From an optimization exercise on the open Yosys and OpenROAD flow, aimed at small area, a short achievable clock period and few clock cycles; shortcuts taken in it are not production practice. At most, simulation tests tie the RTL to the original design; equivalence was not proved. Function not checked in run 2: the RTL went through the layout flow alone. Power figures rest on the tool's default switching activity, not on a simulated workload.

==> flow/design.v, too long to show whole: its modules and the start of the top module <==
// module stokast_dpt: 75 lines
// module stokast_hmul1: 23 lines
// module stokast_hmul2: 23 lines
// module stokast_trik: 26 lines
// module stokast_sine_q: 971 lines
// module stokast_core: 691 lines
// module stokast_unit: 70 lines
// module stokast_tchk: 21 lines
// module stokast_add: 30 lines
// module stokast_wave_a: 20 lines
// module stokast_wave_b: 26 lines
module stokast_core (
    input  wire        clk,
    input  wire        rst,
    input  wire        cmd_valid,
    output wire        cmd_ready,
    input  wire        cmd_pass,
    input  wire [63:0] cmd_word,
    input  wire [31:0] cmd_now,
    input  wire [79:0] cmd_fate,
    output reg         resp_valid,
    output reg  [3:0]  resp_emit,
    output wire [47:0] resp_dac,
    output reg  [4:0]  resp_mode,
    output reg         resp_fault
);
  // ...
==> flow/flow/run.sh <==
#!/bin/bash
# The standard layout (standard.sh), with ORFS's timing repair asked to leave
# 13.5 ns of setup slack at the design's own clock period and constraints.
set -euo pipefail
bash standard.sh SETUP_SLACK_MARGIN=13.5 finish > standard_flow.log 2>&1
==> flow/standard.sh <==
#!/bin/bash
# synth_recipe.tcl (not shown) runs the flow's synth.tcl, then flattens the netlist and writes it again
# the make line also repeats each setting of config.mk as NAME=value (left out here)
make -C /OpenROAD-flow-scripts/flow DESIGN_CONFIG=/design/flow/config.mk WORK_HOME=/design/flow/orfs CLKGATE_MAP_FILE= SYNTH_SCRIPT=/design/flow/synth_recipe.tcl "${@:-finish}"
==> flow/config.mk <==
export PLATFORM = sky130hd
export DESIGN_NAME = stokast_core
export DESIGN_NICKNAME = stokast_core
export VERILOG_FILES = /design/flow/design.v
export SDC_FILE = /design/flow/constraint.sdc
export NUM_CORES = 4
export LEC_CHECK = 0
export CAP_MARGIN = 20
export CORE_MARGIN = 2
export CORE_UTILIZATION = 40
export SLEW_MARGIN = 20
==> flow/constraint.sdc <==
create_clock -name core_clock -period 20.0 [get_ports {clk}]
set_input_delay 4.0000 -clock core_clock [delete_from_list [all_inputs] [get_ports {clk}]]
set_output_delay 4.0000 -clock core_clock [all_outputs]
set_load 0.01 [all_outputs]
==> flow_summary.yaml, run 1 <==
hold_path:
  hold_depth: 2
  min_from: "last_tick_time[22]"
detailed_routing:
  vias: 143000
  top_layer: "met5"
  wl_met1_um: 260000
  wire_per_inst_um: 28.2
final_layout:
  stdcell_count: 22400
  nClkBuffers: 242
  register_area_mm2: 0.0434
timing:
  drv_slew: 0
  finalSetupViolations: 0
  worst_hold_slack_ps: 449
  fin_crit_sh_pct: 36.5
pwr:
  vdd_drop_max_mv: 0.128
  p_sw_share_pct: 46.6
  leakagePower_uw: 0.0650
global_route:
  grt-ovfl-total: 0
  grt_usage_pct: 32.5
  grt_pass1_vias: 133000
setup_path:
  arrival_ps: 7880
  cp.depth: 38
placement:
  pre_cts_ws_ps: 11480
  placed_area_mm2: 0.154
clock_tree:
  ctsHoldBuffers: 0
  cts_root_buf: "clkbuf_16"
  ctsResizeCount: 492
  clock_sinks: 1561
outcome:
  status: "finished clean"
flow_run:
  drv_cap: 0
yosys:
  ys_top_cells_by_area: "edfxtp_1, ha_1, a21oi_1"
  synth_top_family_by_area: "compound AO/OA/AOI/OAI gates"
  async_flop_share_pct: 0
  yosysTopAreaCell: "edfxtp_1"
Testbench counts, summed over its fixed seeds: cycles 76,114.
==> module stokast_trik, before the edit <==
module stokast_trik (input wire [4:0] w, output reg [18:0] k);
    always @(*) begin
        case (w)
            5'd0: k = 19'd0;
            5'd1: k = 19'd1;
            5'd2: k = 19'd3;
            5'd3: k = 19'd7;
            5'd4: k = 19'd15;
            5'd5: k = 19'd31;
            5'd6: k = 19'd63;
            5'd7: k = 19'd127;
            5'd8: k = 19'd255;
            5'd9: k = 19'd511;
            5'd10: k = 19'd1023;
            5'd11: k = 19'd2047;
            5'd12: k = 19'd4094;
            5'd13: k = 19'd8188;
            5'd14: k = 19'd16376;
            5'd15: k = 19'd32752;
            5'd16: k = 19'd65504;
            5'd17: k = 19'd131008;
            5'd18: k = 19'd262016;
            default: k = 19'h7FFFF;
        endcase
    end
endmodule
==> module stokast_core, before the edit <==
module stokast_core (
    input  wire        clk,
    input  wire        rst,
    input  wire        cmd_valid,
    output wire        cmd_ready,
    input  wire        cmd_pass,
    input  wire [63:0] cmd_word,
    input  wire [31:0] cmd_now,
    input  wire [79:0] cmd_fate,
    output reg         resp_valid,
    output reg  [3:0]  resp_emit,
    output wire [47:0] resp_dac,
    output reg  [4:0]  resp_mode,
    output reg         resp_fault
);
    localparam [2:0] K_RUN = 3'd0, K_SEED = 3'd1, K_FATE = 3'd2, K_LENGTH = 3'd3,
                     K_OFFSET = 3'd4, K_LFO = 3'd5, K_STEPS = 3'd6, K_TSYNC = 3'd7;
    localparam [1:0] SYNC_SYNC = 2'd0, SYNC_FREE = 2'd1, SYNC_LOOP = 2'd2;
    localparam [3:0] OP_TICK = 4'd0, OP_RESET = 4'd1, OP_SEED = 4'd2, OP_SEEDCLICK = 4'd3,
                     OP_LENGTH = 4'd4, OP_LENGTHCLICK = 4'd5, OP_OFFSET = 4'd6,
                     OP_OFFSETCLICK = 4'd7, OP_STEPS = 4'd8, OP_STEPSCLICK = 4'd9;
    localparam [31:0] IDLE_TIMEOUT = 32'd5000;
    localparam [2:0] S_IDLE = 3'd0, S_PASS = 3'd1, S_TICK = 3'd2, S_MOD = 3'd3, S_STEPS = 3'd4;
    localparam [1:0] MK_LFO = 2'd0, MK_OFS = 2'd1, MK_SYNC = 2'd2;
    reg [13:0] seed;
    reg [6:0]  plen;
    reg [6:0]  length   [0:3];
    reg [6:0]  steps    [0:3];
    reg [5:0]  offset   [0:3];
    reg [1:0]  sync     [0:3];
    reg [3:0]  lfo_mode [0:3];
    reg [4:0]  mode;
    reg [31:0] tick_count;
    reg [31:0] gph;
    reg [5:0]  tph      [0:3];
    reg        reset_armed;
    reg [31:0] predicted;
    reg [31:0] last_tick_time;
    reg [31:0] last_action;
    reg [11:0] last_out [0:3];
    reg [3:0]  last_ok;
    reg [3:0]  gate_high;
    reg [31:0] rand_idx [0:3];
    reg [5:0]  rand_mod [0:3];    
    reg        regen;
    reg        acted;
    reg        fault;
    reg [3:0]  tph_ok;            
    reg [31:0] base     [0:3];    
    reg [3:0]  dirty;
    assign resp_dac   = {last_out[3], last_out[2], last_out[1], last_out[0]};
    reg [3:0]  pe;                
    reg        cv;
    reg        c_pass;
    reg [63:0] c_word;
    reg [31:0] c_now;
    reg [79:0] c_fate;
    reg [2:0]  state;
    reg        up_v;        
    wire base_rdy = (dirty == 4'd0) && !up_v;
    wire pass_done;         
    wire c_pfault = fault || (c_word[1:0] == 2'd3) || (c_word[3:2] == 2'd3) ||
                    (c_word[5:4] == 2'd3) || (c_word[7:6] == 2'd3);
    wire consume  = cv && (!c_pass || base_rdy) &&
                    ((state == S_IDLE) || (pass_done && !(c_pass && c_pfault)));
    assign cmd_ready = !cv || consume;
    reg [1:0]  otrk;        
    reg [1:0]  mod_kind;
    reg        mod_neg;
    reg [7:0]  step_cnt;
    reg        step_up;
    wire [3:0]  w_opc = c_word[3:0];
    wire [1:0]  w_trk = c_word[5:4];
    wire [25:0] w_rsv = c_word[31:6];
    wire [31:0] w_pay = c_word[63:32];
    wire        w_small = (w_pay[31:7] == 25'd0) || (w_pay[31:7] == {25{1'b1}});
    wire signed [8:0] w_d = {w_pay[7], w_pay[7:0]};
    reg w_ok;
    always @(*) begin
        w_ok = (w_opc <= 4'd9) && (w_rsv == 26'd0);
        if (w_opc <= 4'd5 && w_trk != 2'd0) w_ok = 1'b0;
        if ((w_opc == OP_RESET || w_opc == OP_SEEDCLICK || w_opc == OP_LENGTHCLICK ||
             w_opc == OP_OFFSETCLICK || w_opc == OP_STEPSCLICK) && w_pay != 32'd0)
            w_ok = 1'b0;
        if ((w_opc == OP_SEED || w_opc == OP_LENGTH || w_opc == OP_OFFSET ||
             w_opc == OP_STEPS) && !w_small)
            w_ok = 1'b0;
    end
    wire [2:0] mode_kind = mode[4:2];
    function [6:0] fate_len(input [3:0] sel);
        case (sel)
            4'd0:  fate_len = 7'd2;
            4'd1:  fate_len = 7'd4;
            4'd2:  fate_len = 7'd8;
            4'd3:  fate_len = 7'd16;
            4'd4:  fate_len = 7'd32;
            4'd5:  fate_len = 7'd64;
            4'd6:  fate_len = 7'd3;
            4'd7:  fate_len = 7'd5;
            4'd8:  fate_len = 7'd6;
            4'd9:  fate_len = 7'd7;
            4'd10: fate_len = 7'd12;
            4'd11: fate_len = 7'd24;
            4'd12: fate_len = 7'd2;
            4'd13: fate_len = 7'd4;
            4'd14: fate_len = 7'd8;
            default: fate_len = 7'd16;
        endcase
    endfunction
    reg [6:0] den [0:3];
    reg [3:0] is_loop;
    integer t;
    always @(*) begin
        for (t = 0; t < 4; t = t + 1) begin
            den[t]     = (sync[t] == SYNC_SYNC && plen < length[t]) ? plen : length[t];
            is_loop[t] = (sync[t] == SYNC_LOOP);
        end
    end
    reg        me_busy;
    reg [3:0]  me_nib;      
    reg [5:0]  me_r;
    reg [6:0]  me_den;
    reg [1:0]  me_src;      
    reg [7:0]  me_val;
    wire [31:0] me_word = (me_src == 2'd0) ? gph : (me_src == 2'd1) ? tick_count : {24'd0, me_val};
    wire [1:0]  me_bits = me_word[2*me_nib +: 2];
    reg  [6:0]  me_x;
    reg  [7:0]  me_d;
    reg  [5:0]  me_rn;
    integer ms;
    always @(*) begin
        me_rn = me_r;
        for (ms = 1; ms >= 0; ms = ms - 1) begin
            me_x = {me_rn, me_bits[ms]};
            me_d = {1'b0, me_x} - {1'b0, me_den};
            me_rn = me_d[7] ? me_x[5:0] : me_d[5:0];
        end
    end
    wire        me_last = (me_nib == 4'd0);
    wire [5:0]  me_res  = (mod_neg && me_rn != 6'd0) ? (me_den[5:0] - me_rn) : me_rn;
    function [6:0] fmod(input signed [15:0] x, input [6:0] den);
        reg signed [15:0] d, y;
        begin
            d = {9'd0, den};
            if (x < 0) begin
                y = x + d;
                fmod = {!y[15], y[5:0]};
            end else if (x < d) begin
                fmod = {1'b1, x[5:0]};
            end else begin
                y = x - d;
                fmod = {(y < d), y[5:0]};
            end
        end
    endfunction
    reg [6:0] fm;
    function [3:0] top_nib(input [31:0] x);
        integer i;
        begin
            top_nib = 4'd0;
            for (i = 1; i < 16; i = i + 1)
                if (x[2*i +: 2] != 2'd0) top_nib = i[3:0];
        end
    endfunction
    reg [7:0] so_n, so_l;
    always @(*) begin
        so_n = {1'b0, steps[otrk]};
        so_l = {1'b0, length[otrk]};
        if (step_up) begin
            so_n = so_n + 8'd1;
            if (so_n > so_l) begin
                so_l = so_l + 8'd1;
                so_n = 8'd0;
            end
        end else begin
            if (so_n == 8'd0) begin
                so_l = so_l - 8'd1;
                so_n = so_l;
            end else begin
                so_n = so_n - 8'd1;
            end
        end
        if (so_l < 8'd2)  so_l = 8'd2;
        if (so_l > 8'd64) so_l = 8'd64;
        if (so_n > 8'd64) so_n = 8'd64;
        if (so_n > so_l)  so_n = so_l;
    end
    wire [1:0]  upick = dirty[0] ? 2'd0 : dirty[1] ? 2'd1 : dirty[2] ? 2'd2 : 2'd3;
    wire [31:0] up_dpt_w;
    stokast_dpt u_dpt (.len(length[upick]), .dpt(up_dpt_w));
    reg  [1:0]  up_t;
    reg  [5:0]  up_k;
    reg  [31:0] up_dpt;
    wire [31:0] up_prod = up_dpt * up_k;
    reg  [3:0]  dset;      
    wire [31:0] s_e   = c_now - last_tick_time;
    wire [33:0] s_e1  = {2'b0, c_now} - {2'b0, last_tick_time} - {2'b0, predicted};
    wire [33:0] s_e2  = {2'b0, c_now} - {2'b0, last_tick_time} - {1'b0, predicted, 1'b0};
    wire        s_zero = (predicted == 32'd0) || (s_e == 32'd0);
    wire        s_full = !s_zero && !s_e1[33];
    wire        s_idle = (c_now - last_action) >= IDLE_TIMEOUT;
    reg [31:0] pm;         
    reg [33:0] pm1;        
    reg [33:0] pm2;        
    reg [31:0] u_R [0:3];
    reg [31:0] u_P [0:3];
    reg [4:0]  u_J [0:3];    
    reg [5:0]  u_g [0:3];    
    reg [3:0]  u_busy;
    wire [31:0] un_R [0:3];
    wire [31:0] un_P [0:3];
    wire [5:0]  un_g [0:3];
    wire [3:0]  un_b;
    reg  [3:0]  u_b;          
    wire [3:0]  u_fin;        
    wire [3:0]  u_fns;        
    wire [3:0]  un_fin;       
    reg  [3:0]  u_fr;
    assign u_fns = u_fr;
    reg  [3:0]  tri_ok;       
    reg  [3:0]  is_tri;
    always @(*)
        for (t = 0; t < 4; t = t + 1)
            is_tri[t] = (lfo_mode[t] >= 4'd6) && (lfo_mode[t] <= 4'd8);
    assign u_fin = (is_tri & tri_ok) | (~is_tri & u_fns);
    wire [3:0] tel = u_busy & is_tri & ~tri_ok & {u_J[3] < 5'd19, u_J[2] < 5'd19, u_J[1] < 5'd19, u_J[0] < 5'd19};
    reg  [1:0] tptr;
    wire [1:0] tp1 = tptr + 2'd1, tp2 = tptr + 2'd2, tp3 = tptr + 2'd3;
    wire [1:0] tsel = tel[tp1] ? tp1 : tel[tp2] ? tp2 : tel[tp3] ? tp3 : tptr;
    reg  [1:0] tsr;           
    reg        tsv;
    wire       tchk;
    stokast_tchk u_tchk (.md(lfo_mode[tsr]), .P(u_P[tsr]), .J(u_J[tsr]), .ok(tchk));
    genvar gi;
    generate
        for (gi = 0; gi < 4; gi = gi + 1) begin : g_unit
            stokast_unit u_unit (
                .L(length[gi]), .md(lfo_mode[gi]), .R(u_R[gi]), .P(u_P[gi]), .J(u_J[gi]), .g(u_g[gi]), .b(u_b[gi]),
                .pm(pm), .pm1(pm1), .pm2(pm2), .pd(predicted),
                .nR(un_R[gi]), .nP(un_P[gi]), .ng(un_g[gi]), .nb(un_b[gi]), .fin(un_fin[gi]));
        end
    endgenerate
    wire [3:0] rdy = u_busy & u_fin;
    reg        h_busy;
    reg [1:0]  h_ph;        
    reg [2:0]  h_cnt;
    reg [3:0]  gpend;
    assign pass_done = (state == S_PASS) && (u_busy == 4'd0) && (gpend == 4'd0) &&
                       (!h_busy || (h_ph == 2'd2 && h_cnt == 3'd0));
    wire [1:0] wpick = rdy[0] ? 2'd0 : rdy[1] ? 2'd1 : rdy[2] ? 2'd2 : 2'd3;
    reg        w2_v;
    reg [1:0]  w2_t;
    reg [12:0] wa_q;
    reg [10:0] wa_sq;
    reg [10:0] wa_kh;
    reg        wa_knz, wa_qnz;
    wire [12:0] wq;
    wire [10:0] wsq, wkh;
    wire        wknz, wqnz;
    stokast_wave_a u_wa (.mode(lfo_mode[wpick]), .phase(u_P[wpick]), .qh(wq), .sq(wsq), .kh(wkh), .knz(wknz), .qnz(wqnz));
    wire [11:0] w2_val;
    stokast_wave_b u_wb (.mode(lfo_mode[w2_t]), .qh(wa_q), .sq(wa_sq), .kh(wa_kh), .knz(wa_knz), .qnz(wa_qnz), .value(w2_val));
    reg [1:0]  h_t;
    reg [31:0] h_acc;
    reg [31:0] h_x;
    wire [1:0]  hpick = gpend[0] ? 2'd0 : gpend[1] ? 2'd1 : gpend[2] ? 2'd2 : 2'd3;
    wire [31:0] h_m1, h_m2;
    stokast_hmul1 u_hm1 (.d(h_x[31:28]), .v(h_m1));
    stokast_hmul2 u_hm2 (.d(h_x[31:28]), .v(h_m2));
    wire [31:0] h_sum  = {h_acc[27:0], 4'd0} + (h_ph[1] ? h_m2 : h_m1);
    wire [6:0]  h_n    = (steps[h_t] != 7'd0) ? steps[h_t] : length[h_t];
    reg signed [15:0] sv;    
    reg [15:0]        sabs;
    reg [3:0]         tslow;
    reg [5:0]         tinc;
    reg [4:0]         ji;
    reg [5:0]         g_i;
    wire tick_slow = |(~tph_ok & ~({4{reset_armed}} & ~is_loop));
    wire [1:0] tpick = tslow[0] ? 2'd0 : tslow[1] ? 2'd1 : tslow[2] ? 2'd2 : 2'd3;
    always @(posedge clk) begin
        if (rst) begin
            seed           <= 14'd0;
            plen           <= 7'd16;
            for (t = 0; t < 4; t = t + 1) begin
                length[t]   <= 7'd16;
                steps[t]    <= 7'd0;
                offset[t]   <= 6'd0;
                sync[t]     <= SYNC_SYNC;
                lfo_mode[t] <= 4'd0;
                tph[t]      <= 6'd0;
                last_out[t] <= 12'd0;
                rand_idx[t] <= 32'd0;
                rand_mod[t] <= 6'd0;
                base[t]     <= 32'd0;
            end
            mode           <= 5'd0;
            tick_count     <= 32'd0;
            gph            <= 32'd0;
            reset_armed    <= 1'b1;
            predicted      <= 32'd0;
            last_tick_time <= 32'd0;
            last_action    <= 32'd0;
            last_ok        <= 4'd0;
            gate_high      <= 4'd0;
            regen          <= 1'b0;
            acted          <= 1'b0;
            fault          <= 1'b0;
            tph_ok         <= 4'hF;
            dirty          <= 4'd0;
            up_v           <= 1'b0;
            cv             <= 1'b0;
            state          <= S_IDLE;
            otrk           <= 2'd0;
            mod_kind       <= MK_LFO;
            mod_neg        <= 1'b0;
            step_cnt       <= 8'd0;
            step_up        <= 1'b0;
            me_busy        <= 1'b0;
            tslow          <= 4'd0;
            u_busy         <= 4'd0;
            w2_v           <= 1'b0;
            tri_ok         <= 4'd0;
            tptr           <= 2'd0;
            tsv            <= 1'b0;
            tsr            <= 2'd0;
            gpend          <= 4'd0;
            h_busy         <= 1'b0;
            resp_valid     <= 1'b0;
            resp_emit      <= 4'd0;
            resp_mode      <= 5'd0;
            resp_fault     <= 1'b0;
            pe             <= 4'd0;
        end else begin
            resp_valid <= 1'b0;
            dset = 4'd0;
            if (cmd_ready) begin
                cv     <= cmd_valid;
                c_pass <= cmd_pass;
                c_word <= cmd_word;
                c_now  <= cmd_now;
                c_fate <= cmd_fate;
            end
            for (t = 0; t < 4; t = t + 1) begin
                if (u_J[t] != 5'd0) begin
                    u_fr[t] <= un_fin[t];
                    u_R[t] <= un_R[t];
                    u_P[t] <= un_P[t];
                    u_g[t] <= un_g[t];
                    u_b[t] <= un_b[t];
                    u_J[t] <= u_J[t] - 5'd1;
                end
            end
            if (me_busy) begin
                me_r   <= me_rn;
                me_nib <= me_nib - 4'd1;
                if (me_last) me_busy <= 1'b0;
            end
            case (state)
            S_IDLE: ;
            S_TICK: begin
                if (!me_busy) begin
                    if (tslow == 4'd0) begin
                        state <= S_IDLE;
                    end else begin
                        otrk    <= tpick;
                        me_den  <= den[tpick];
                        me_src  <= is_loop[tpick] ? 2'd1 : 2'd0;
                        me_nib  <= top_nib(is_loop[tpick] ? tick_count : gph);
                        me_r    <= 6'd0;
                        me_busy <= 1'b1;
                        mod_neg <= 1'b0;
                        tslow[tpick] <= 1'b0;
                    end
                end else if (me_last) begin
                    tph[otrk]    <= me_rn;
                    tph_ok[otrk] <= 1'b1;
                    dset[otrk]   = 1'b1;
                end
            end
            S_MOD: begin
                if (me_last) begin
                    case (mod_kind)
                        MK_LFO:  lfo_mode[otrk] <= me_res[3:0];
                        MK_SYNC: sync[otrk]     <= me_res[1:0];
                        default: offset[otrk]   <= me_res[5:0];
                    endcase
                    state <= S_IDLE;
                end
            end
            S_STEPS: begin
                if (step_cnt != 8'd0) begin
                    steps[otrk]  <= so_n[6:0];
                    length[otrk] <= so_l[6:0];
                    step_cnt     <= step_cnt - 8'd1;
                    dset[otrk]   = 1'b1;
                end else if ({1'b0, offset[otrk]} < length[otrk]) begin
                    state    <= S_IDLE;
                end else if ({1'b0, offset[otrk]} - length[otrk] < length[otrk]) begin
                    offset[otrk] <= offset[otrk] - length[otrk][5:0];
                    state    <= S_IDLE;
                end else begin
                    mod_kind <= MK_OFS;
                    mod_neg  <= 1'b0;
                    me_den   <= length[otrk];
                    me_val   <= {2'd0, offset[otrk]};
                    me_src   <= 2'd2;
                    me_r     <= 6'd0;
                    me_nib   <= 4'd3;
                    me_busy  <= 1'b1;
                    state    <= S_MOD;
                end
            end
            S_PASS: begin
                tsv <= (tel != 4'd0);
                tsr <= tsel;
                if (tel != 4'd0) tptr <= tsel;
                if (tsv && tchk) tri_ok[tsr] <= 1'b1;
                w2_v <= 1'b0;
                if (rdy != 4'd0) begin
                    w2_v   <= 1'b1;
                    w2_t   <= wpick;
                    wa_q   <= wq;
                    wa_sq  <= wsq;
                    wa_kh  <= wkh;
                    wa_knz <= wknz;
                    wa_qnz <= wqnz;
                    u_busy[wpick] <= 1'b0;
                end
                if (w2_v) begin
                    if (!last_ok[w2_t] || last_out[w2_t] != w2_val) begin
                        pe[w2_t]                <= 1'b1;
                        last_out[w2_t]          <= w2_val;
                        last_ok[w2_t]           <= 1'b1;
                    end
                end
                if (!h_busy) begin
                    if (gpend != 4'd0) begin
                        h_busy <= 1'b1;
                        h_ph   <= 2'd0;
                        h_cnt  <= 3'd5;
                        h_t    <= hpick;
                        h_acc  <= 32'd0;
                        h_x    <= {2'd0, seed, hpick, rand_mod[hpick], 8'd0};
                        gpend[hpick] <= 1'b0;
                    end
                end else if (h_ph == 2'd0) begin
                    h_x   <= {h_x[27:0], 4'd0};
                    h_acc <= h_sum;
                    h_cnt <= h_cnt - 3'd1;
                    if (h_cnt == 3'd0) h_ph <= 2'd1;
                end else if (h_ph == 2'd1) begin
                    h_x   <= h_acc ^ {15'd0, h_acc[31:15]};
                    h_acc <= 32'd0;
                    h_cnt <= 3'd7;
                    h_ph  <= 2'd2;
                end else begin
                    h_x   <= {h_x[27:0], 4'd0};
                    h_acc <= h_sum;
                    h_cnt <= h_cnt - 3'd1;
                    if (h_cnt == 3'd0) begin
                        h_busy                 <= 1'b0;
                        pe[h_t]                <= 1'b1;
                        last_out[h_t]          <= h_sum[31:20];
                        last_ok[h_t]           <= 1'b1;
                        rand_idx[h_t]          <= rand_idx[h_t] + 32'd1;
                        rand_mod[h_t]          <= (rand_idx[h_t] == 32'hFFFFFFFF ||
                                                   {1'b0, rand_mod[h_t]} + 7'd1 == h_n) ? 6'd0 : rand_mod[h_t] + 6'd1;
                    end
                end
                if (pass_done) begin
                    resp_valid <= 1'b1;
                    resp_emit  <= pe | ((w2_v && (!last_ok[w2_t] || last_out[w2_t] != w2_val)) ? (4'd1 << w2_t) : 4'd0)
                                     | ((h_busy && h_ph == 2'd2 && h_cnt == 3'd0) ? (4'd1 << h_t) : 4'd0);
                    resp_mode  <= mode;
                    resp_fault <= 1'b0;
                    state      <= S_IDLE;
                end
            end
            default: state <= S_IDLE;
            endcase
            if (consume) begin
                if (c_pass) begin
                    pe <= 4'd0;
                    if (c_pfault) begin
                        fault      <= 1'b1;
                        resp_valid <= 1'b1;
                        resp_fault <= 1'b1;
                        resp_mode  <= mode;
                    end else begin
                        if (regen) begin
                            for (t = 0; t < 4; t = t + 1) begin
                                rand_idx[t] <= 32'd0;
                                rand_mod[t] <= 6'd0;
                            end
                            regen <= 1'b0;
                        end
                        if (acted) begin
                            last_action <= c_now;
                            acted <= 1'b0;
                        end else if (mode != 5'd0 && s_idle) begin
                            mode <= 5'd0;
                        end
                        pm  <= s_full ? predicted : s_e;
                        pm1 <= s_full ? 34'd0 : s_e1;
                        pm2 <= s_full ? -{2'b0, predicted} : s_e2;
                        tri_ok <= 4'd0;
                        u_fr   <= {4{s_zero}};
                        for (t = 0; t < 4; t = t + 1) begin
                            u_busy[t] <= (lfo_mode[t] != 4'd0);
                            u_P[t]    <= base[t];
                            u_R[t]    <= s_full ? 32'd0 : s_e;
                            case (length[t][6:2])
                                5'd0:       begin ji = s_full ? 5'd31 : 5'd30;
                                                  g_i = s_full ? 6'd1  : (6'd3  - {4'd0, length[t][1:0]}); end
                                5'd1:       begin ji = s_full ? 5'd30 : 5'd29;
                                                  g_i = s_full ? 6'd3  : (6'd7  - {3'd0, length[t][2:0]}); end
                                5'd2, 5'd3: begin ji = s_full ? 5'd29 : 5'd28;
                                                  g_i = s_full ? 6'd7  : (6'd15 - {2'd0, length[t][3:0]}); end
                                5'd4, 5'd5, 5'd6, 5'd7:
                                            begin ji = s_full ? 5'd28 : 5'd27;
                                                  g_i = s_full ? 6'd15 : (6'd31 - {1'd0, length[t][4:0]}); end
                                5'd16:      begin ji = s_full ? 5'd26 : 5'd25;
                                                  g_i = 6'd63; end
                                default:    begin ji = s_full ? 5'd27 : 5'd26;
                                                  g_i = s_full ? 6'd31 : (6'd63 - length[t][5:0]); end
                            endcase
                            u_J[t] <= s_zero ? 5'd0 : ji;
                            u_g[t] <= g_i;
                            u_b[t] <= s_full | ({g_i, 1'b1} >= length[t]);
                        end
                        for (t = 0; t < 4; t = t + 1) begin
                            gpend[t] <= (c_word[2*t +: 2] == 2'd1) && !gate_high[t] && (lfo_mode[t] == 4'd0);
                            if (c_word[2*t +: 2] == 2'd1) gate_high[t] <= 1'b1;
                            if (c_word[2*t +: 2] == 2'd2) gate_high[t] <= 1'b0;
                        end
                        state <= S_PASS;
                    end
                end else if (!fault) begin
                    if (!w_ok) begin
                        fault <= 1'b1;
                    end else begin
                        otrk <= w_trk;
                        case (w_opc)
                        OP_TICK: begin
                            last_tick_time <= c_now;
                            predicted      <= w_pay;
                            tick_count     <= tick_count + 32'd1;
                            if (reset_armed) begin
                                gph <= 32'd0;
                                reset_armed <= 1'b0;
                            end else begin
                                gph <= gph + 32'd1;
                            end
                            for (t = 0; t < 4; t = t + 1) begin
                                tinc = tph[t] + 6'd1;
                                if (reset_armed && !is_loop[t]) begin
                                    tph[t]    <= 6'd0;
                                    tph_ok[t] <= 1'b1;
                                    tslow[t]  <= 1'b0;
                                end else if (tph_ok[t]) begin
                                    tph[t]    <= ({1'b0, tinc} == den[t]) ? 6'd0 : tinc;
                                    tslow[t]  <= 1'b0;
                                end else begin
                                    tslow[t]  <= 1'b1;
                                end
                            end
                            dset  = 4'hF;
                            state <= tick_slow ? S_TICK : S_IDLE;
                        end
                        OP_RESET: reset_armed <= 1'b1;
                        OP_SEED: begin
                            if (mode_kind == K_FATE) begin
                                for (t = 0; t < 4; t = t + 1) begin
                                    length[t] <= fate_len(c_fate[16*t +: 4]);
                                    steps[t]  <= ({1'b0, c_fate[16*t+4 +: 6]} > fate_len(c_fate[16*t +: 4])) ?
                                                 fate_len(c_fate[16*t +: 4]) : {1'b0, c_fate[16*t+4 +: 6]};
                                    offset[t] <= ({1'b0, c_fate[16*t+10 +: 6]} >= fate_len(c_fate[16*t +: 4])) ?
                                                 (fate_len(c_fate[16*t +: 4]) - 7'd1) : c_fate[16*t+10 +: 6];
                                end
                                dset        = 4'hF;
                                tph_ok      <= 4'd0;
                                seed        <= (c_fate[79:64] > 16'd9999) ? 14'd9999 : c_fate[77:64];
                                regen       <= 1'b1;
                                reset_armed <= 1'b1;
                                acted       <= 1'b1;
                            end else begin
                                sv = $signed({2'b0, seed}) + w_d;
                                if (sv >= 0 && sv <= 9999) begin
                                    seed  <= sv[13:0];
                                    regen <= 1'b1;
                                    mode  <= {K_SEED, 2'd0};
                                    acted <= 1'b1;
                                end
                            end
                        end
                        OP_SEEDCLICK: begin
                            mode  <= (mode_kind == K_FATE) ? {K_SEED, 2'd0} : {K_FATE, 2'd0};
                            acted <= 1'b1;
                        end
                        OP_LENGTH: begin
                            sv = $signed({9'b0, plen}) + w_d;
                            if (sv >= 2 && sv <= 64) begin
                                plen   <= sv[6:0];
                                regen  <= 1'b1;
                                mode   <= {K_LENGTH, 2'd0};
                                acted  <= 1'b1;
                                tph_ok <= 4'd0;
                            end
                        end
                        OP_LENGTHCLICK: ;
                        OP_OFFSET: begin
                            if (mode == {K_LFO, w_trk}) begin
                                sv = $signed({12'b0, lfo_mode[w_trk]}) + w_d;
                                mod_kind <= MK_LFO;
                                me_den   <= 7'd12;
                            end else begin
                                sv = $signed({10'b0, offset[w_trk]}) + w_d;
                                mod_kind <= MK_OFS;
                                mode     <= {K_OFFSET, w_trk};
                                me_den   <= length[w_trk];
                            end
                            sabs = sv[15] ? -sv : sv;
                            fm   = fmod(sv, (mode == {K_LFO, w_trk}) ? 7'd12 : length[w_trk]);
                            mod_neg <= sv[15];
                            me_val  <= sabs[7:0];
                            me_src  <= 2'd2;
                            me_r    <= 6'd0;
                            me_nib  <= 4'd3;
                            regen   <= 1'b1;
                            acted   <= 1'b1;
                            if (fm[6]) begin
                                if (mode == {K_LFO, w_trk}) lfo_mode[w_trk] <= fm[3:0];
                                else                        offset[w_trk]   <= fm[5:0];
                            end else begin
                                me_busy <= 1'b1;
                                state   <= S_MOD;
                            end
                        end
                        OP_OFFSETCLICK: begin
                            mode  <= (mode == {K_LFO, w_trk}) ? {K_OFFSET, w_trk} : {K_LFO, w_trk};
                            acted <= 1'b1;
                        end
                        OP_STEPS: begin
                            acted <= 1'b1;
                            tph_ok[w_trk] <= 1'b0;
                            if (mode == {K_TSYNC, w_trk}) begin
                                sv = $signed({14'b0, sync[w_trk]}) + w_d;
                                sabs = sv[15] ? -sv : sv;
                                fm   = fmod(sv, 7'd3);
                                mod_kind <= MK_SYNC;
                                mod_neg  <= sv[15];
                                me_den   <= 7'd3;
                                me_val   <= sabs[7:0];
                                me_src   <= 2'd2;
                                me_r     <= 6'd0;
                                me_nib   <= 4'd3;
                                if (fm[6]) begin
                                    sync[w_trk] <= fm[1:0];
                                end else begin
                                    me_busy  <= 1'b1;
                                    state    <= S_MOD;
                                end
                            end else begin
                                regen    <= 1'b1;
                                mode     <= {K_STEPS, w_trk};
                                step_up  <= !w_d[8];
                                step_cnt <= w_d[8] ? -w_d[7:0] : w_d[7:0];
                                state    <= S_STEPS;
                            end
                        end
                        OP_STEPSCLICK: begin
                            mode  <= (mode == {K_TSYNC, w_trk}) ? {K_STEPS, w_trk} : {K_TSYNC, w_trk};
                            acted <= 1'b1;
                        end
                        default: ;
                        endcase
                    end
                end
            end
            up_v <= 1'b0;
            if (dirty != 4'd0) begin
                up_v   <= 1'b1;
                up_t   <= upick;
                up_k   <= tph[upick];
                up_dpt <= up_dpt_w;
            end
            if (up_v) base[up_t] <= up_prod;
            dirty <= (dirty & ~((dirty != 4'd0) ? (4'd1 << upick) : 4'd0)) | dset;
        end
    end
endmodule
==> module stokast_unit, before the edit <==
module stokast_unit (
    input  wire [6:0]  L,
    input  wire [3:0]  md,
    input  wire [31:0] R,
    input  wire [31:0] P,
    input  wire [4:0]  J,
    input  wire [5:0]  g,
    input  wire        b,
    input  wire [31:0] pm,
    input  wire [33:0] pm1,
    input  wire [33:0] pm2,
    input  wire [31:0] pd,
    output wire [31:0] nR,
    output wire [31:0] nP,
    output wire [5:0]  ng,
    output wire        nb,
    output wire        fin
);
    wire        gb = b;
    wire [6:0]  g2 = {g, 1'b1};
    wire [6:0]  g3 = gb ? (g2 - L) : g2;
    assign ng = g3[5:0];
    assign nb = ({g3[5:0], 1'b1} >= L);
    wire [33:0] R2 = {1'b0, R, 1'b0};
    wire [33:0] A0, A1, A2;
    wire        co0, co1, co2;
    stokast_add #(34) u_a0 (.a(R2), .b(gb ? {2'b0, pm} : 34'd0), .ci(1'b0), .s(A0), .co(co0));
    stokast_add #(34) u_a1 (.a(R2), .b(gb ? pm1 : {2'b11, ~pd}), .ci(~gb), .s(A1), .co(co1));
    stokast_add #(34) u_a2 (.a(R2), .b(pm2), .ci(1'b0), .s(A2), .co(co2));
    wire        c2 = gb & ~A2[33];
    wire        c1 = ~A1[33];
    assign nR = c2 ? A2[31:0] : c1 ? A1[31:0] : A0[31:0];
    reg  [31:0] tge, oh;
    integer i;
    always @(*) begin
        for (i = 0; i < 32; i = i + 1) begin
            tge[i] = (J <= i);
            oh[i]  = (J == i + 1);
        end
    end
    wire        pk = |(P & oh);
    reg  [31:0] cy;        
    reg  [31:0] pa;
    integer l;
    always @(*) begin
        pa = P | ~tge;
        cy = {pa[30:0], 1'b1};
        for (l = 1; l < 32; l = l * 2)
            cy = cy & ((cy << l) | ((32'd1 << l) - 32'd1));
    end
    wire [31:0] flip = (oh & {32{c1 & ~c2}}) | (tge & cy & {32{c2 | (c1 & pk)}});
    assign nP = P ^ flip;
    wire [1:0]  addq = (md == 4'd4 || md == 4'd10) ? 2'b01 :
                       (md == 4'd5 || md == 4'd11) ? 2'b10 : 2'b00;
    wire [31:0] mn   = ~tge;
    wire [31:0] pp1  = P ^ (oh | (tge & cy & {32{pk}}));    
    wire [31:0] pp2  = P ^ (tge & cy);                       
    function okv(input [31:0] pc);
        reg [31:0] q;
        reg x20, x31;
        begin
            q   = {pc[31:30] + addq, pc[29:0]};
            x20 = (&(q[19:0] | mn[19:0])) & (|(q[19:0] & mn[19:0]));
            x31 = (&(q[30:0] | mn[30:0])) & (|(q[30:0] & mn[30:0]));
            okv = (md >= 4'd9) ? ~x31 : ((J <= 5'd20) & ~x20);
        end
    endfunction
    wire f0 = okv(P), f1 = okv(pp1), f2 = okv(pp2);
    assign fin = (J == 5'd1) | (c2 ? f2 : c1 ? f1 : f0);
endmodule
==> module stokast_tchk, before the edit <==
module stokast_tchk (
    input  wire [3:0]  md,
    input  wire [31:0] P,
    input  wire [4:0]  J,
    output wire        ok
);
    reg  [29:0] mk;
    integer i;
    always @(*)
        for (i = 0; i < 30; i = i + 1)
            mk[i] = (J != 5'd0) && (J >= i);
    wire [1:0]  addq = (md == 4'd7) ? 2'b01 : (md == 4'd8) ? 2'b10 : 2'b00;
    wire [31:0] q   = {P[31:30] + addq, P[29:0]};
    wire        x30 = (&(q[29:0] | mk)) & (|(q[29:0] & mk));
    wire        inc = (q[31:30] == 2'b00) || (q[31:30] == 2'b11);
    wire [18:0] zh  = (q[29:11] + ~q[18:0] + {18'd0, (|q[10:0]) | ~inc}) ^ 19'h40000;
    wire [4:0]  w   = (J == 5'd0) ? 5'd0 : (J + 5'd1);
    wire [18:0] kw;
    stokast_trik u_k (.w(w), .k(kw));
    assign ok = (J < 5'd19) & ~x30 & (zh >= kw);
endmodule
==> module stokast_wave_a, before the edit <==
module stokast_wave_a (
    input  wire [3:0]  mode,
    input  wire [31:0] phase,
    output wire [12:0] qh,
    output wire [10:0] sq,
    output wire [10:0] kh,
    output wire        knz,
    output wire        qnz
);
    wire [1:0]  add = (mode == 4'd4 || mode == 4'd7 || mode == 4'd10) ? 2'b01 :
                      (mode == 4'd5 || mode == 4'd8 || mode == 4'd11) ? 2'b10 : 2'b00;
    wire [31:0] q = {phase[31:30] + add, phase[29:0]};
    assign qh = q[31:19];
    wire [10:0] s_idx = q[30] ? (11'd1024 - {1'b0, q[29:20]}) : {1'b0, q[29:20]};
    stokast_sine_q u_sine (.idx(s_idx), .q_out(sq));
    wire [29:0] k = {q[18:0], 11'd0} - {11'd0, q[18:0]};
    assign kh  = k[29:19];
    assign knz = |k[18:0];
    assign qnz = |q[18:0];
endmodule
==> module stokast_wave_b, before the edit <==
module stokast_wave_b (
    input  wire [3:0]  mode,
    input  wire [12:0] qh,
    input  wire [10:0] sq,
    input  wire [10:0] kh,
    input  wire        knz,
    input  wire        qnz,
    output reg  [11:0] value
);
    wire [11:0] sine_v = qh[12] ? (12'd2048 - {1'b0, sq}) : (12'd2048 + {1'b0, sq});
    wire        mid = (qh[12:11] == 2'b01) || (qh[12:11] == 2'b10);
    wire [12:0] dh  = mid ? (13'd4096 - qh - {12'd0, qnz}) : qh;
    wire [12:0] a   = (mid && qnz) ? (13'd3071 - {2'd0, kh} - {12'd0, knz}) : (13'd1024 + {2'd0, kh});
    wire [13:0] df  = {1'b0, a} - {dh[12], dh};
    wire [11:0] tri_v = 12'd2048 + dh[11:0] + {{9{df[13]}}, df[13:11]};
    always @(*) begin
        case (mode)
            4'd1:                value = qh[12:1];
            4'd2:                value = ~qh[12:1];
            4'd3, 4'd4, 4'd5:    value = sine_v;
            4'd6, 4'd7, 4'd8:    value = tri_v;
            4'd9, 4'd10, 4'd11:  value = qh[12] ? 12'd0 : 12'd4095;
            default:             value = 12'd0;
        endcase
    end
endmodule
==> run 2: changes to the inputs <==
--- a/flow/design.v
+++ b/flow/design.v
@@ -123,24 +123,24 @@
     always @(*) begin
         case (w)
-            5'd0: k = 19'd0;
-            5'd1: k = 19'd1;
-            5'd2: k = 19'd3;
-            5'd3: k = 19'd7;
-            5'd4: k = 19'd15;
-            5'd5: k = 19'd31;
-            5'd6: k = 19'd63;
-            5'd7: k = 19'd127;
-            5'd8: k = 19'd255;
-            5'd9: k = 19'd511;
-            5'd10: k = 19'd1023;
-            5'd11: k = 19'd2047;
-            5'd12: k = 19'd4094;
-            5'd13: k = 19'd8188;
-            5'd14: k = 19'd16376;
-            5'd15: k = 19'd32752;
-            5'd16: k = 19'd65504;
-            5'd17: k = 19'd131008;
-            5'd18: k = 19'd262016;
-            default: k = 19'h7FFFF;
+            5'd0: k = 19'd262144;
+            5'd1: k = 19'd262143;
+            5'd2: k = 19'd262141;
+            5'd3: k = 19'd262137;
+            5'd4: k = 19'd262129;
+            5'd5: k = 19'd262113;
+            5'd6: k = 19'd262081;
+            5'd7: k = 19'd262017;
+            5'd8: k = 19'd261889;
+            5'd9: k = 19'd261633;
+            5'd10: k = 19'd261121;
+            5'd11: k = 19'd260097;
+            5'd12: k = 19'd258050;
+            5'd13: k = 19'd253956;
+            5'd14: k = 19'd245768;
+            5'd15: k = 19'd229392;
+            5'd16: k = 19'd196640;
+            5'd17: k = 19'd131136;
+            5'd18: k = 19'd128;
+            default: k = 19'd0;
         endcase
     end
@@ -1172,15 +1172,16 @@
     reg        c_pass;
     reg [63:0] c_word;
+    reg        c_rz;        
+    reg        c_pg;        
     reg [31:0] c_now;
     reg [79:0] c_fate;
     reg [2:0]  state;
     reg        up_v;        
-    wire base_rdy = (dirty == 4'd0) && !up_v;
+    reg  base_rdy;          
     wire pass_done;         
-    wire c_pfault = fault || (c_word[1:0] == 2'd3) || (c_word[3:2] == 2'd3) ||
-                    (c_word[5:4] == 2'd3) || (c_word[7:6] == 2'd3);
+    wire c_pfault = fault || c_pg;
     wire consume  = cv && (!c_pass || base_rdy) &&
                     ((state == S_IDLE) || (pass_done && !(c_pass && c_pfault)));
-    assign cmd_ready = !cv || consume;
+    assign cmd_ready = !cv || (cv && (state == S_IDLE) && (!c_pass || base_rdy));
     reg [1:0]  otrk;        
     reg [1:0]  mod_kind;
@@ -1190,5 +1191,5 @@
     wire [3:0]  w_opc = c_word[3:0];
     wire [1:0]  w_trk = c_word[5:4];
-    wire [25:0] w_rsv = c_word[31:6];
+    wire        w_rz  = c_rz && (c_word[7:6] == 2'd0);
     wire [31:0] w_pay = c_word[63:32];
     wire        w_small = (w_pay[31:7] == 25'd0) || (w_pay[31:7] == {25{1'b1}});
@@ -1196,5 +1197,5 @@
     reg w_ok;
     always @(*) begin
-        w_ok = (w_opc <= 4'd9) && (w_rsv == 26'd0);
+        w_ok = (w_opc <= 4'd9) && w_rz;
         if (w_opc <= 4'd5 && w_trk != 2'd0) w_ok = 1'b0;
         if ((w_opc == OP_RESET || w_opc == OP_SEEDCLICK || w_opc == OP_LENGTHCLICK ||
@@ -1257,17 +1258,14 @@
     wire        me_last = (me_nib == 4'd0);
     wire [5:0]  me_res  = (mod_neg && me_rn != 6'd0) ? (me_den[5:0] - me_rn) : me_rn;
-    function [6:0] fmod(input signed [15:0] x, input [6:0] den);
-        reg signed [15:0] d, y;
+    function [6:0] fmod(input [5:0] x, input signed [8:0] dd, input [6:0] den);
+        reg signed [11:0] s0, s1, s2, s3;
         begin
-            d = {9'd0, den};
-            if (x < 0) begin
-                y = x + d;
-                fmod = {!y[15], y[5:0]};
-            end else if (x < d) begin
-                fmod = {1'b1, x[5:0]};
-            end else begin
-                y = x - d;
-                fmod = {(y < d), y[5:0]};
-            end
+            s0 = $signed({6'd0, x}) + dd;
+            s1 = $signed({6'd0, x}) + dd - $signed({5'd0, den});
+            s2 = $signed({6'd0, x}) + dd + $signed({5'd0, den});
+            s3 = $signed({6'd0, x}) + dd - $signed({4'd0, den, 1'b0});
+            if (s0[11])      fmod = {~s2[11], s2[5:0]};
+            else if (s1[11]) fmod = {1'b1, s0[5:0]};
+            else             fmod = {s3[11], s1[5:0]};
         end
     endfunction
@@ -1369,14 +1367,16 @@
     reg        w2_v;
     reg [1:0]  w2_t;
-    reg [12:0] wa_q;
+    reg [11:0] wa_va;
     reg [10:0] wa_sq;
-    reg [10:0] wa_kh;
-    reg        wa_knz, wa_qnz;
-    wire [12:0] wq;
-    wire [10:0] wsq, wkh;
-    wire        wknz, wqnz;
-    stokast_wave_a u_wa (.mode(lfo_mode[wpick]), .phase(u_P[wpick]), .qh(wq), .sq(wsq), .kh(wkh), .knz(wknz), .qnz(wqnz));
+    reg        wa_q31;
+    reg [12:0] wa_dh, wa_a;
+    reg [1:0]  wa_kind;
+    wire [11:0] wva;
+    wire [10:0] wsq;
+    wire        wq31;
+    wire [12:0] wdh, wa;
+    stokast_wave_a u_wa (.mode(lfo_mode[wpick]), .phase(u_P[wpick]), .va(wva), .sq(wsq), .q31(wq31), .dh(wdh), .a(wa));
     wire [11:0] w2_val;
-    stokast_wave_b u_wb (.mode(lfo_mode[w2_t]), .qh(wa_q), .sq(wa_sq), .kh(wa_kh), .knz(wa_knz), .qnz(wa_qnz), .value(w2_val));
+    stokast_wave_b u_wb (.kind(wa_kind), .va(wa_va), .sq(wa_sq), .q31(wa_q31), .dh(wa_dh), .a(wa_a), .value(w2_val));
     reg [1:0]  h_t;
     reg [31:0] h_acc;
@@ -1426,4 +1426,5 @@
             tph_ok         <= 4'hF;
             dirty          <= 4'd0;
+            base_rdy       <= 1'b1;
             up_v           <= 1'b0;
             cv             <= 1'b0;
@@ -1452,8 +1453,12 @@
             resp_valid <= 1'b0;
             dset = 4'd0;
+            if (!cmd_ready && consume) cv <= 1'b0;
             if (cmd_ready) begin
                 cv     <= cmd_valid;
                 c_pass <= cmd_pass;
                 c_word <= cmd_word;
+                c_rz   <= (cmd_word[31:8] == 24'd0);
+                c_pg   <= (cmd_word[1:0] == 2'd3) || (cmd_word[3:2] == 2'd3) ||
+                          (cmd_word[5:4] == 2'd3) || (cmd_word[7:6] == 2'd3);
                 c_now  <= cmd_now;
                 c_fate <= cmd_fate;
@@ -1538,9 +1543,10 @@
                     w2_v   <= 1'b1;
                     w2_t   <= wpick;
-                    wa_q   <= wq;
-                    wa_sq  <= wsq;
-                    wa_kh  <= wkh;
-                    wa_knz <= wknz;
-                    wa_qnz <= wqnz;
+                    wa_va   <= wva;
+                    wa_sq   <= wsq;
+                    wa_q31  <= wq31;
+                    wa_dh   <= wdh;
+                    wa_a    <= wa;
+                    wa_kind <= {is_tri[wpick], (lfo_mode[wpick] >= 4'd3) && (lfo_mode[wpick] <= 4'd5)};
                     u_busy[wpick] <= 1'b0;
                 end
@@ -1739,5 +1745,6 @@
                             end
                             sabs = sv[15] ? -sv : sv;
-                            fm   = fmod(sv, (mode == {K_LFO, w_trk}) ? 7'd12 : length[w_trk]);
+                            fm   = (mode == {K_LFO, w_trk}) ? fmod({2'd0, lfo_mode[w_trk]}, w_d, 7'd12)
+                                                            : fmod(offset[w_trk], w_d, length[w_trk]);
                             mod_neg <= sv[15];
                             me_val  <= sabs[7:0];
@@ -1765,5 +1772,5 @@
                                 sv = $signed({14'b0, sync[w_trk]}) + w_d;
                                 sabs = sv[15] ? -sv : sv;
-                                fm   = fmod(sv, 7'd3);
+                                fm   = fmod({4'd0, sync[w_trk]}, w_d, 7'd3);
                                 mod_kind <= MK_SYNC;
                                 mod_neg  <= sv[15];
@@ -1805,4 +1812,5 @@
             if (up_v) base[up_t] <= up_prod;
             dirty <= (dirty & ~((dirty != 4'd0) ? (4'd1 << upick) : 4'd0)) | dset;
+            base_rdy <= (dirty == 4'd0) && (dset == 4'd0);
         end
     end
@@ -1830,5 +1838,7 @@
     wire [6:0]  g3 = gb ? (g2 - L) : g2;
     assign ng = g3[5:0];
-    assign nb = ({g3[5:0], 1'b1} >= L);
+    wire [7:0]  g4 = {g, 2'b11};                 
+    wire [7:0]  l3 = {1'b0, L} + {L, 1'b0};      
+    assign nb = gb ? (g4 >= l3) : (g4 >= {1'b0, L});
     wire [33:0] R2 = {1'b0, R, 1'b0};
     wire [33:0] A0, A1, A2;
@@ -1893,9 +1903,12 @@
     wire        x30 = (&(q[29:0] | mk)) & (|(q[29:0] & mk));
     wire        inc = (q[31:30] == 2'b00) || (q[31:30] == 2'b11);
-    wire [18:0] zh  = (q[29:11] + ~q[18:0] + {18'd0, (|q[10:0]) | ~inc}) ^ 19'h40000;
+    wire        cin = (|q[10:0]) | ~inc;
+    wire [19:0] S   = {1'b0, q[29:11]} + {1'b0, ~q[18:0]} + {19'd0, cin};
     wire [4:0]  w   = (J == 5'd0) ? 5'd0 : (J + 5'd1);
-    wire [18:0] kw;
-    stokast_trik u_k (.w(w), .k(kw));
-    assign ok = (J < 5'd19) & ~x30 & (zh >= kw);
+    wire [18:0] tw;
+    stokast_trik u_k (.w(w), .k(tw));
+    wire [20:0] D0  = {2'b0, q[29:11]} + {2'b0, ~q[18:0]} + {2'b0, tw} + {20'd0, cin};
+    wire [1:0]  f   = (S[19:18] == 2'b00) ? 2'd0 : (S[19:18] == 2'b11) ? 2'd2 : 2'd1;
+    assign ok = (J < 5'd19) & ~x30 & (D0[20:19] >= f);
 endmodule
 module stokast_add #(parameter W = 34) (
@@ -1932,45 +1945,43 @@
     input  wire [3:0]  mode,
     input  wire [31:0] phase,
-    output wire [12:0] qh,
+    output reg  [11:0] va,
     output wire [10:0] sq,
-    output wire [10:0] kh,
-    output wire        knz,
-    output wire        qnz
+    output wire        q31,
+    output wire [12:0] dh,
+    output wire [12:0] a
 );
     wire [1:0]  add = (mode == 4'd4 || mode == 4'd7 || mode == 4'd10) ? 2'b01 :
                       (mode == 4'd5 || mode == 4'd8 || mode == 4'd11) ? 2'b10 : 2'b00;
     wire [31:0] q = {phase[31:30] + add, phase[29:0]};
-    assign qh = q[31:19];
+    assign q31 = q[31];
     wire [10:0] s_idx = q[30] ? (11'd1024 - {1'b0, q[29:20]}) : {1'b0, q[29:20]};
     stokast_sine_q u_sine (.idx(s_idx), .q_out(sq));
-    wire [29:0] k = {q[18:0], 11'd0} - {11'd0, q[18:0]};
-    assign kh  = k[29:19];
-    assign knz = |k[18:0];
-    assign qnz = |q[18:0];
-endmodule
-module stokast_wave_b (
-    input  wire [3:0]  mode,
-    input  wire [12:0] qh,
-    input  wire [10:0] sq,
-    input  wire [10:0] kh,
-    input  wire        knz,
-    input  wire        qnz,
-    output reg  [11:0] value
-);
-    wire [11:0] sine_v = qh[12] ? (12'd2048 - {1'b0, sq}) : (12'd2048 + {1'b0, sq});
-    wire        mid = (qh[12:11] == 2'b01) || (qh[12:11] == 2'b10);
-    wire [12:0] dh  = mid ? (13'd4096 - qh - {12'd0, qnz}) : qh;
-    wire [12:0] a   = (mid && qnz) ? (13'd3071 - {2'd0, kh} - {12'd0, knz}) : (13'd1024 + {2'd0, kh});
-    wire [13:0] df  = {1'b0, a} - {dh[12], dh};
-    wire [11:0] tri_v = 12'd2048 + dh[11:0] + {{9{df[13]}}, df[13:11]};
     always @(*) begin
         case (mode)
-            4'd1:                value = qh[12:1];
-            4'd2:                value = ~qh[12:1];
-            4'd3, 4'd4, 4'd5:    value = sine_v;
-            4'd6, 4'd7, 4'd8:    value = tri_v;
-            4'd9, 4'd10, 4'd11:  value = qh[12] ? 12'd0 : 12'd4095;
-            default:             value = 12'd0;
+            4'd1:                va = q[31:20];
+            4'd2:                va = ~q[31:20];
+            4'd9, 4'd10, 4'd11:  va = q[31] ? 12'd0 : 12'd4095;
+            default:             va = 12'd0;
         endcase
     end
+    wire [29:0] k   = {q[18:0], 11'd0} - {11'd0, q[18:0]};    
+    wire        knz = |k[18:0];
+    wire        qnz = |q[18:0];
+    wire        mid = (q[31:30] == 2'b01) || (q[31:30] == 2'b10);
+    assign dh = mid ? (13'd4096 - q[31:19] - {12'd0, qnz}) : q[31:19];
+    assign a  = (mid && qnz) ? (13'd3071 - {2'd0, k[29:19]} - {12'd0, knz}) : (13'd1024 + {2'd0, k[29:19]});
+endmodule
+module stokast_wave_b (
+    input  wire [1:0]  kind,
+    input  wire [11:0] va,
+    input  wire [10:0] sq,
+    input  wire        q31,
+    input  wire [12:0] dh,
+    input  wire [12:0] a,
+    output wire [11:0] value
+);
+    wire [11:0] sine_v = q31 ? (12'd2048 - {1'b0, sq}) : (12'd2048 + {1'b0, sq});
+    wire [13:0] df     = {1'b0, a} - {dh[12], dh};
+    wire [11:0] tri_v  = {~dh[11], dh[10:0]} + {{9{df[13]}}, df[13:11]};
+    assign value = kind[1] ? tri_v : kind[0] ? sine_v : va;
 endmodule
==> run 2 against run 1 <==
Effect of this change:
- still clean on timing, DRC and antenna
- sequential share of layout area decreased by 0.22 points
- first-iteration DRC count down 0.26%
- die area rose by 1.5%
- non-clock buffer count shrank 62
- count of clock-buffer cells in the layout grew 1
- global-route usage fell by 1.0 points
- cell area rose by 0.65%
- final cell count grew 2.0%
- combinational power shrank 4%
- register-to-register slack better by 530 ps
- fmax rose by 7.8%
==> flow_summary.yaml, run 2 <==
setup_path:
  crit_top_cell: "buf_6"
  critical-path-max-stage-delay_ps: 530
  worstSetupEndpointType: "flop"
  cp-start-kind: "flop"
  crit_slowest_cell: "mux4_2"
  arrival_ps: 7420
  setup.worst_path.class: "flop to flop"
  cp.required_ps: 20640
  crit_fanout: 6
floorplan:
  io_pins: 240
  die_height_um: 613
  fp.dieW_um: 613
  initial_core_util_pct: 40.2
  rows: 223
  fp.coreArea_mm2: 0.369
  dieArea_mm2: 0.376
clock_tree:
  cts_tree: "yes"
  numCtsBuffers: 192
  ctsHoldBuffers: 0
  clk_latency_ps: 930
  clock_sinks: 1558
  htreeDepth: 4
  clk_pin_slew_worst_paths_ps: 60
  cts_root_buf: "clkbuf_16"
  cts_buffer_depth: 4
yosys:
  avgSynthCellArea_um2: 8.38
  ys.flop_type: "edfxtp_1"
  synth-seq-cells: 1558
  synth_edf_count: 1208
  synth_cell_types: 139
  ys_top_cells_by_area: "edfxtp_1, ha_1, a21oi_1"
  synthTopCellsByCount: "nand2_1, nor2_1, a21oi_1"
  yosysTopAreaCell: "edfxtp_1"
  async_flop_share_pct: 0
  synth_area_mm2: 0.148
  syn-num-nets: 19300
  yosysSeqAreaShare_pct: 29.1
  synthCells: 17700
  yosysWarnings: 18
  synthDominantCellAreaShare_pct: 24.4
  yosysMostFrequentCell: "nand2_1"
timing:
  finalWorstSetupSlack_ps: 13230
  finalCriticalPeriod_ps: 6770
  finClkSkew_ps: 107
  drv_slew: 0
  fin_crit_sh_pct: 33.9
  fin_setup_tns_ps: 0
  max_slew.worst_pin.slew_ps: 1250
  final_hold_viol_count: 0
  fmax_mhz: 148
  relSlewSlack_pct: 15.6
  rsz0062_at_grt: "true"
  finalSetupViolations: 0
final_layout:
  final_cell_area_mm2: 0.169
  final_layout_size_suffix_gt1_share_pct: 11.0
  layout_commonest_cell: "nand2_1"
  nNetsFinal: 19300
  final_cell_mix: "nand2_1, nor2_1, a21oi_1, edfxtp_1, o21ai_0"
  fill_cells: 36100
  syn_to_final_growth_pct: 14.0
  multi_input_area_mm2: 0.101
  register_area_mm2: 0.0433
pwr:
  total_power_uw: 19100
  vdd_drop_max_mv: 0.114
  leakagePower_uw: 0.0652
  pwr_density_cell_mw_per_mm2: 113
placement:
  placed_area_mm2: 0.156
  dp_hpwl_um: 447000
  port-buffer-count: 239
  pre_cts_ws_ps: 11480
  gp_congestion: 1.03
global_route:
  grt_pass1_vias: 135000
  grt_usage_pct: 31.5
  grt-ovfl-total: 0
  grt_antenna_before_repair: 30
  grt_max_degree: 105
  grt_pass1_wl_um: 902000
hold_path:
  hold_class: "flop to flop"
detailed_routing:
  wire_per_inst_um: 27.2
  ant_nets: 0
  drtIter0Drc: 19300
  dr.pass1.iters: 12
  via_per_inst: 6.35
  vias: 145000
  wl_um: 623000
  drc: 0
flow_run:
  drv_cap: 0
outcome:
  status: "finished clean"
## run 2: worst max-delay path: cells and delay by family, from the launching register on
family | cells | cell delay, ps
buffers and inverters | 13 | 1260
AO/OA/AOI/OAI | 15 | 2440
multiplexers | 3 | 1130
flip-flops | 1 | 370
AND/OR/NAND/NOR | 6 | 440
XOR/XNOR | 1 | 150
adder cells (fa/ha/maj) | 3 | 700
## run 2: cell type report
cell class	count	share of cell area, %
flip-flops and latches	1558	25.6
multi-input cells	14200	59.5
clock inverters	113	0.771
inverters	876	1.98
repair inverters	2	0.00813
well taps	4950	3.66
clock buffers	243	3.17
diodes	15	0.0222
repair buffers	960	5.33
## run 2: timing repair
| action | in CTS | in global routing |
|---|---|---|
| resized for setup | 388 | 348 |
| setup endpoints to repair | 815 | 535 |
| pin swaps | 83 | 166 |
| setup buffers | 188 | 130 |
| gates cloned | 14 | 22 |
## run 2: report_power, final
group          leakage (µW)  internal [µW]  switching [µW]
Combinational        0.0472           4070            6790
Sequential           0.0147           3990             466
Clock               0.00325           2170            1600
Total                0.0652          10200            8860
## run 2: per-stage QoR
step	instances	util, %	hold WS, ps
finish	22900	45.9	447
detailed placement	22200	42.3	447
floorplan	17700	-	422
global route	22900	45.9	474
CTS	22700	45.0	453
global placement	22200	42.2	443
## run 2: path summary, 6_finish.rpt
kind | cells after the start | slack, ps | from | endpoint
worst min register to register | 2 | 450 | last_ok[3] | last_ok[3]
worst min-delay path | 2 | 450 | last_ok[3] | last_ok[3]
worst max register to register | 41 | 13230 | me_src[0] | offset[2][5]
worst max-delay path | 41 | 13230 | me_src[0] | offset[2][5]
## run 2: kinds of logic (layout without fill, tap and decap cells)
| kind of cell | after synthesis | in the layout | synth area share (%) |
|---|---|---|---|
| other | 2 | 17 | 0.00506 |
| buffers and inverters | 1986 | 2194 | 5.31 |
| adder cells (fa/ha/maj) | 1389 | 1389 | 13.3 |
| XOR/XNOR | 1072 | 1072 | 6.36 |
| flip-flops | 1558 | 1558 | 29.1 |
| multiplexers | 407 | 409 | 4.19 |
| AND/OR/NAND/NOR | 5965 | 5973 | 18.6 |
| AO/OA/AOI/OAI | 5340 | 5341 | 23.0 |
## run 2: layer usage
metal,global-route usage (%),vias up,share of wire [%]
met5,0.271,-,0.052
met4,15.2,22,5.8
met3,7.22,1817,11
met2,47.8,8390,43
li1,-,65000,-
met1,42.1,70100,41

-- re-timing with driven ports --
In the flow no input, the clock included, has a driving cell. The finished layouts below were timed again as built, in two steps.
Step 1: set_driving_cell puts a clkbuf_16 on clk and a buf_2 on each other input, an assumption about the parent block.
Step 2 also shifts input and output timing later by t, the mid clock arrival at the registers, as if the neighbouring blocks saw the same clock.
a / b / c = ideal / step 1 / step 2; a / b = the first two.
run	t, ns	slack for setup (ns)	worst setup path at the end
run 1	0.995	12.699 / 12.605 / 12.688	input to register
run 2	0.988	13.226 / 13.226 / 12.526	input to register
After both steps setup and hold are still met in every run listed. For run 2, which loses most, drivers alone change the setup slack by 0.000 ns; drivers and shift together by -0.700 ns.
